From an optimization exercise on the open Yosys and OpenROAD flow, aimed at small area, a short achievable clock period and few clock cycles; shortcuts taken in it are not production practice. Where RTL was checked, it was by simulation tests only, not by an equivalence proof against the original. Power figures rest on the tool's default switching activity, not on a simulated workload.

==> v37 <==
Design lcb_effect_player, start of the top module:
module lcb_effect_player (
    input  wire        clk,
    input  wire        rst,             
    input  wire        ev_valid,
    output wire        ev_ready,
    input  wire [1:0]  ev_op,           
    input  wire [7:0]  ev_kind,         
    input  wire [23:0] ev_on,           
    input  wire [23:0] ev_off,          
    input  wire [31:0] ev_t0,
    input  wire [31:0] ev_t1,
    input  wire [31:0] ev_hold,
    input  wire [31:0] ev_repeat,
    input  wire [31:0] ev_delay,
    output wire        resp_valid,
    output wire [7:0]  resp_status,
    output wire [2:0]  resp_phase,      
    output wire [1:0]  resp_kind,
    output wire [31:0] resp_remaining,
    output wire [31:0] resp_elapsed,
    output wire        resp_armed,
    output wire [31:0] resp_count,
    output wire        sink_valid,
    output wire [23:0] sink_color       
);
==> flow/config.mk <==
export PLATFORM = sky130hd
export DESIGN_NAME = lcb_effect_player
export DESIGN_NICKNAME = lcb_effect_player
export VERILOG_FILES = /design/flow/design.v
export SDC_FILE = /design/flow/constraint.sdc
export NUM_CORES = 4
export LEC_CHECK = 0
export CAP_MARGIN = 20
export CORE_MARGIN = 2
export CORE_UTILIZATION = 40
export PLACE_DENSITY = 0.6
export SLEW_MARGIN = 20
==> flow/constraint.sdc <==
create_clock -name core_clock -period 12.0 [get_ports {clk}]
set_input_delay 2.4000 -clock core_clock [delete_from_list [all_inputs] [get_ports {clk}]]
set_output_delay 2.4000 -clock core_clock [all_outputs]
set_load 0.01 [all_outputs]
standard.sh (not shown) runs the stock make flow with config.mk's settings and CLKGATE_MAP_FILE= SYNTH_SCRIPT=/design/flow/synth_recipe.tcl, a recipe that flattens the netlist after the stock synthesis.
==> flow/flow/run.sh <==
#!/bin/bash
# The standard layout (the standard.sh: standard synthesis, ORFS floorplan to final) with
# two changes to how it is made: timing repair aims for SETUP_SLACK_MARGIN ns of setup slack
# rather than 0, so the resizer keeps shortening paths below the clock period, and the port
# buffers that buffer_ports inserts on every input and output are buf_1 cells. The SDC, the
# clock period and every other setting are the standard flow's. ORFS's output goes to flow.log.
set -euo pipefail
bash standard.sh SETUP_SLACK_MARGIN=${MARGIN:-7.5} \
    BUFFER_PORTS_ARGS="-buffer_cell sky130_fd_sc_hd__buf_1" finish > flow.log 2>&1
==> inputs of v5, as changes to v37 <==
==> flow/run.sh (new file) <==
#!/bin/bash
# synth_recipe.tcl (not shown) runs the flow's synth.tcl, then flattens the netlist and writes it again
# the make line also repeats each setting of config.mk as NAME=value (left out here)
make -C /OpenROAD-flow-scripts/flow DESIGN_CONFIG=/design/flow/config.mk WORK_HOME=/design/flow/orfs CLKGATE_MAP_FILE= SYNTH_SCRIPT=/design/flow/synth_recipe.tcl finish
removed: flow/flow/run.sh
removed: flow/standard.sh
==> run summary <==
status - finished clean
count of multi-input combinational gates - 1925
Logic pwr share - 0.161
GPL Wtd Cong - 0.969
commonest non-fill, non-tap cells in the layout - clkdlybuf4s50_1 (347), nor2_1 (274), edfxtp_1 (250)
FF-to-FF setup slack - 5.14 ns
Final Power - 3.35 mW
M1 GR Usage - 0.377
CTS resizes - 0
Final Skew - 0.0265 ns
first-pass GRT wire length - 129 mm
Tcrit/Tclk final - 0.572
Post-Place Cells - 3495
initial antenna violation count - 2
switching power - 0.886 mW
sequential share of cell area - 0.343
Relative slew margins - 0.247
post-place instance area - 27100 um2
[end of results for v5]
==> run summary <==
Final Power - 3.35 mW
CTS resizes - 120
switching power - 0.928 mW
count of multi-input combinational gates - 1929
status - finished clean
first-pass GRT wire length - 130 mm
Logic pwr share - 0.164
Post-Place Cells - 3496
GPL Wtd Cong - 0.964
Tcrit/Tclk final - 0.418
FF-to-FF setup slack - 6.98 ns
sequential share of cell area - 0.349
[end of results for v37]
Testbench counts of v37, summed over its fixed seeds: cycles 48,260.
Testbench counts of v5, summed over its fixed seeds: cycles 48,260.

---

==> v1: inputs <==
Another version of the RTL of lcb_effect_player (not shown whole).
export LEC_CHECK = 0
export CAP_MARGIN = 20
export CORE_MARGIN = 2
export CORE_UTILIZATION = 40
export PLACE_DENSITY = 0.6
export SLEW_MARGIN = 20
create_clock -name core_clock -period 12.0 [get_ports {clk}]
==> flow/flow/run.sh <==
#!/bin/bash
# The standard layout (the standard.sh: standard synthesis, ORFS floorplan to final) with
# these changes to how it is made:
#  - timing repair aims for SETUP_SLACK_MARGIN ns of setup slack rather than 0, so the
#    resizer keeps shortening paths below the clock period;
#  - the port buffers that buffer_ports inserts on every input and output are buf_1 cells;
#  - clock tree synthesis builds the tree from clkbuf_8 cells and adds no dummy loads.
# The SDC, the clock period and every other setting are the standard flow's. ORFS's output goes to
# flow.log.
set -euo pipefail
bash standard.sh SETUP_SLACK_MARGIN=${MARGIN:-8.0} \
    BUFFER_PORTS_ARGS="-buffer_cell sky130_fd_sc_hd__buf_1" \
    CTS_ARGS="-sink_clustering_enable -repair_clock_nets -dont_use_dummy_load -buf_list sky130_fd_sc_hd__clkbuf_8" \
    finish > flow.log 2>&1
==> v31: changes against v1 <==
--- a/flow/flow/run.sh
+++ b/flow/flow/run.sh
@@ -6,3 +6,3 @@
 #  - the port buffers that buffer_ports inserts on every input and output are buf_1 cells;
-#  - clock tree synthesis builds the tree from clkbuf_8 cells and adds no dummy loads.
+#  - clock tree synthesis builds the tree from clkbuf_8 cells, in clusters of up to 15 registers, and adds no dummy loads.
 # The SDC, the clock period and every other setting are the standard flow's. ORFS's output goes to
@@ -12,3 +12,3 @@
     BUFFER_PORTS_ARGS="-buffer_cell sky130_fd_sc_hd__buf_1" \
-    CTS_ARGS="-sink_clustering_enable -repair_clock_nets -dont_use_dummy_load -buf_list sky130_fd_sc_hd__clkbuf_8" \
+    CTS_ARGS="-sink_clustering_enable -repair_clock_nets -dont_use_dummy_load -buf_list sky130_fd_sc_hd__clkbuf_8 -sink_clustering_size 15 -sink_clustering_max_diameter 60" \
     finish > flow.log 2>&1
==> qor summary <==
| metric | v1 | v31 |
|---|---|---|
| Result of the run | complete, no violations | complete, no violations |
| Proportion of power drawn by flip-flops and latches | 39.1% | 41.9% |
| DRC marker count from the first detailed-route iteration | 2555 | 2625 |
| Power Clock | 0.00107 W | 0.000769 W |
| Gate power share | 36.1% | 39.0% |
| Register-to-register setup slack | 7.61 ns | 7.59 ns |
| Area used by multi-input combinational logic | 13500 µm² | 13600 µm² |
| Destination of the worst register-to-register timing path | Q0[7] | Q0[3] |
| Total length of routed met2 wires | 40000 µm | 40200 µm |
| Number of setup buffers added after CTS | 95 | 94 |
| Worst clock skew on the final layout | 0.0840 ns | 0.0795 ns |
| F_max | 228 MHz | 227 MHz |
| Proportion of layout cells with a drive suffix above 1 | 17.7% | 17.2% |
| Minimum setup slack in the final design | 7.61 ns | 7.59 ns |
| Power per Cell Area | 147 nW/µm² | 139 nW/µm² |
| Worst-case vdd ir drop | 0.000101 V | 0.0000979 V |
| Fill cells | 5397 | 5431 |
| Total power draw | 0.00432 W | 0.00403 W |
| Internal Power | 0.00280 W | 0.00257 W |
| Leakage dissipation | 10.6 nW | 10.4 nW |
| Global-route wire length before repair | 132000 µm | 131000 µm |
| Layout non-clock buf frac | 11.2% | 11.1% |
| Slew at the pin closest to its max-slew limit | 0.995 ns | 1.29 ns |
| Via density per instance | 6.16 | 6.18 |
| Worst hold margin | 0.464 ns | 0.482 ns |
| Min cycle time layout | 4.39 ns | 4.41 ns |
No run of this note included a check of the RTL's function; only the layout flow was run.

---

==> v17 <==
Another version of the RTL of lcb_effect_player (not shown whole).
clock: 12.0 ns
lec_check: 0
cap_margin: 20
core_margin: 2
core_utilization: 40
place_density: 0.6
slew_margin: 20
==> flow/flow/run.sh <==
#!/bin/bash
# The standard layout (the standard.sh: standard synthesis, ORFS floorplan to final) with
# two changes to how it is made: timing repair aims for SETUP_SLACK_MARGIN ns of setup slack
# rather than 0, so the resizer keeps shortening paths below the clock period, and the port
# buffers that buffer_ports inserts on every input and output are buf_1 cells. The SDC, the
# clock period and every other setting are the standard flow's. ORFS's output goes to flow.log.
set -euo pipefail
bash standard.sh SETUP_SLACK_MARGIN=${MARGIN:-7.5} \
    BUFFER_PORTS_ARGS="-buffer_cell sky130_fd_sc_hd__buf_1" finish > flow.log 2>&1
==> v2 (differences from v17) <==
--- a/flow/design.v
+++ b/flow/design.v
@@ -332,23 +332,31 @@
     wire [2:0]  wch   = {dch == 2'd2, dch == 2'd1, dch == 2'd0};
     wire [2:0]  nen   = {3{n_dbl}} | n_ae | n_at;           
     wire [2:0]  qsh = {3{n_dbl}} | ({3{wlast & w_dbl}} & wch);
     wire [2:0]  qin = n_ae | n_at | n_one | ({3{wlast & (w_dec | w_one)}} & wch);
     wire [2:0]  dg  = n_one | (nen & ~sg) | {3{w_one | ((w_dbl | w_dec) & ~sg[2])}};
+    reg  [2:0]  pq_sh, pq_in, pq_dg;
+    always @(posedge clk) begin
+        if (dgo) begin
+            pq_sh <= 3'b000;  pq_in <= 3'b000;  pq_dg <= 3'b000;
+        end else begin
+            pq_sh <= qsh;  pq_in <= qin;  pq_dg <= dg;
+        end
+    end
     wire [7:0]  Q0i = Q0 + 8'd1, Q1i = Q1 + 8'd1, Q2i = Q2 + 8'd1;
-    wire [7:0]  Q0a = n_dbl | w_dbl ? {Q0[6:0], 1'b1} : Q0i,  Q0b = n_dbl | w_dbl ? {Q0[6:0], 1'b0} : Q0;
-    wire [7:0]  Q1a = n_dbl | w_dbl ? {Q1[6:0], 1'b1} : Q1i,  Q1b = n_dbl | w_dbl ? {Q1[6:0], 1'b0} : Q1;
-    wire [7:0]  Q2a = n_dbl | w_dbl ? {Q2[6:0], 1'b1} : Q2i,  Q2b = n_dbl | w_dbl ? {Q2[6:0], 1'b0} : Q2;
+    wire [7:0]  Q0a = pq_sh[0] ? {Q0[6:0], 1'b1} : Q0i,  Q0b = pq_sh[0] ? {Q0[6:0], 1'b0} : Q0;
+    wire [7:0]  Q1a = pq_sh[1] ? {Q1[6:0], 1'b1} : Q1i,  Q1b = pq_sh[1] ? {Q1[6:0], 1'b0} : Q1;
+    wire [7:0]  Q2a = pq_sh[2] ? {Q2[6:0], 1'b1} : Q2i,  Q2b = pq_sh[2] ? {Q2[6:0], 1'b0} : Q2;
     always @(posedge clk) begin
         if (q_ld) begin
             {Q0, Q1, Q2} <= q_col;
         end else if (dgo) begin
             Q0 <= 8'd0;  Q1 <= 8'd0;  Q2 <= 8'd0;
         end else begin
-            if (qsh[0] | qin[0]) Q0 <= dg[0] ? Q0a : Q0b;
-            if (qsh[1] | qin[1]) Q1 <= dg[1] ? Q1a : Q1b;
-            if (qsh[2] | qin[2]) Q2 <= dg[2] ? Q2a : Q2b;
+            if (pq_sh[0] | pq_in[0]) Q0 <= pq_dg[0] ? Q0a : Q0b;
+            if (pq_sh[1] | pq_in[1]) Q1 <= pq_dg[1] ? Q1a : Q1b;
+            if (pq_sh[2] | pq_in[2]) Q2 <= pq_dg[2] ? Q2a : Q2b;
         end
     end
     wire        w_nextch = wlast & (w_dec | w_one | (~w_en & ~w_dbl & ~wchk)) & (dj == 3'd0)
                          & (dch != 2'd2);
     wire        s_clr = n_etc | (wlast & w_lastc) | w_nextch;
==> flow/flow/run.sh (replaced) <==
#!/bin/bash
# The standard layout (the standard.sh: standard synthesis, ORFS floorplan to final) with
# these changes to how it is made:
#  - timing repair aims for SETUP_SLACK_MARGIN ns of setup slack rather than 0, so the
#    resizer keeps shortening paths below the clock period;
#  - the port buffers that buffer_ports inserts on every input and output are buf_1 cells;
#  - clock tree synthesis builds the tree from clkbuf_8 cells, in clusters of up to 15 registers, and adds no dummy loads.
# The SDC, the clock period and every other setting are the standard flow's. ORFS's output goes to
# flow.log.
set -euo pipefail
bash standard.sh SETUP_SLACK_MARGIN=${MARGIN:-8.25} \
    BUFFER_PORTS_ARGS="-buffer_cell sky130_fd_sc_hd__buf_1" \
    CTS_ARGS="-sink_clustering_enable -repair_clock_nets -dont_use_dummy_load -buf_list sky130_fd_sc_hd__clkbuf_8 -sink_clustering_size 15 -sink_clustering_max_diameter 60" \
    finish > flow.log 2>&1
==> summary of the runs <==
Against v17, the setup slack of v2 is better by 590 ps. Worst hold slack: v2 is better than v17 (23 ps). Of v17 and v2, v2 has the higher sequential cell count (gap 9). Against v2, the synthesized area of v17 is smaller by about 3.2%. Between v17 and v2, the lower clock-buffer cell count is in v2 (gap 24). Against v2, the cell count of v17 is smaller by about 4.3%. Of v17 and v2, v2 has the higher register-to-register slack (gap 640 ps). In v17 the via count is lower than in v2, by about 5.4%. In v2 the synthesized cell count is higher than in v17, by 3.1%. In v17 the non-clock buffer count is lower than in v2, by 111.
Testbench counts of v17, summed over its fixed seeds: cycles 48,260.
Testbench counts of v2, summed over its fixed seeds: cycles 48,260.

==> separate check: timing with driven ports <==
No port has a modelled driver above. Below, the same layouts with a new extraction and two added sets of constraints. Step 1: set_driving_cell puts a clkbuf_16 on clk and a buf_2 on each other input, an assumption about the parent block. Step 2 times the ports against the registers' clock, not the clock port: input delays grow and output delays shrink by t, the midpoint of the rising clock arrivals with the driver on. a / b / c = ideal ports / drivers / drivers and shift; a / b = the first two.
run | t (ns) | setup WS [ns] | worst setup path at the end | latest minus earliest clock arrival (ns) | cell pins on the clock port's net
v37 | 0.647 | 6.982 / 6.982 / 6.745 | input to register | 0.029 / 0.029 | 1
v5 | 0.637 | 5.137 / 5.137 / 5.137 | register to register | 0.026 / 0.027 | 1
v1 | 0.697 | 7.613 / 7.613 / 7.007 | input to register | 0.084 / 0.084 | 1
v31 | 0.673 | 7.592 / 7.592 / 6.968 | input to register | 0.079 / 0.079 | 1
v17 | 0.648 | 7.568 / 7.574 / 6.957 | input to register | 0.034 / 0.034 | 1
v2 | 0.696 | 8.159 / 8.140 / 7.458 | input to register | 0.060 / 0.060 | 1
After both steps every run listed still meets setup and hold. For v2, which loses most, drivers alone change the setup slack by -0.019 ns; drivers and shift together by -0.701 ns.
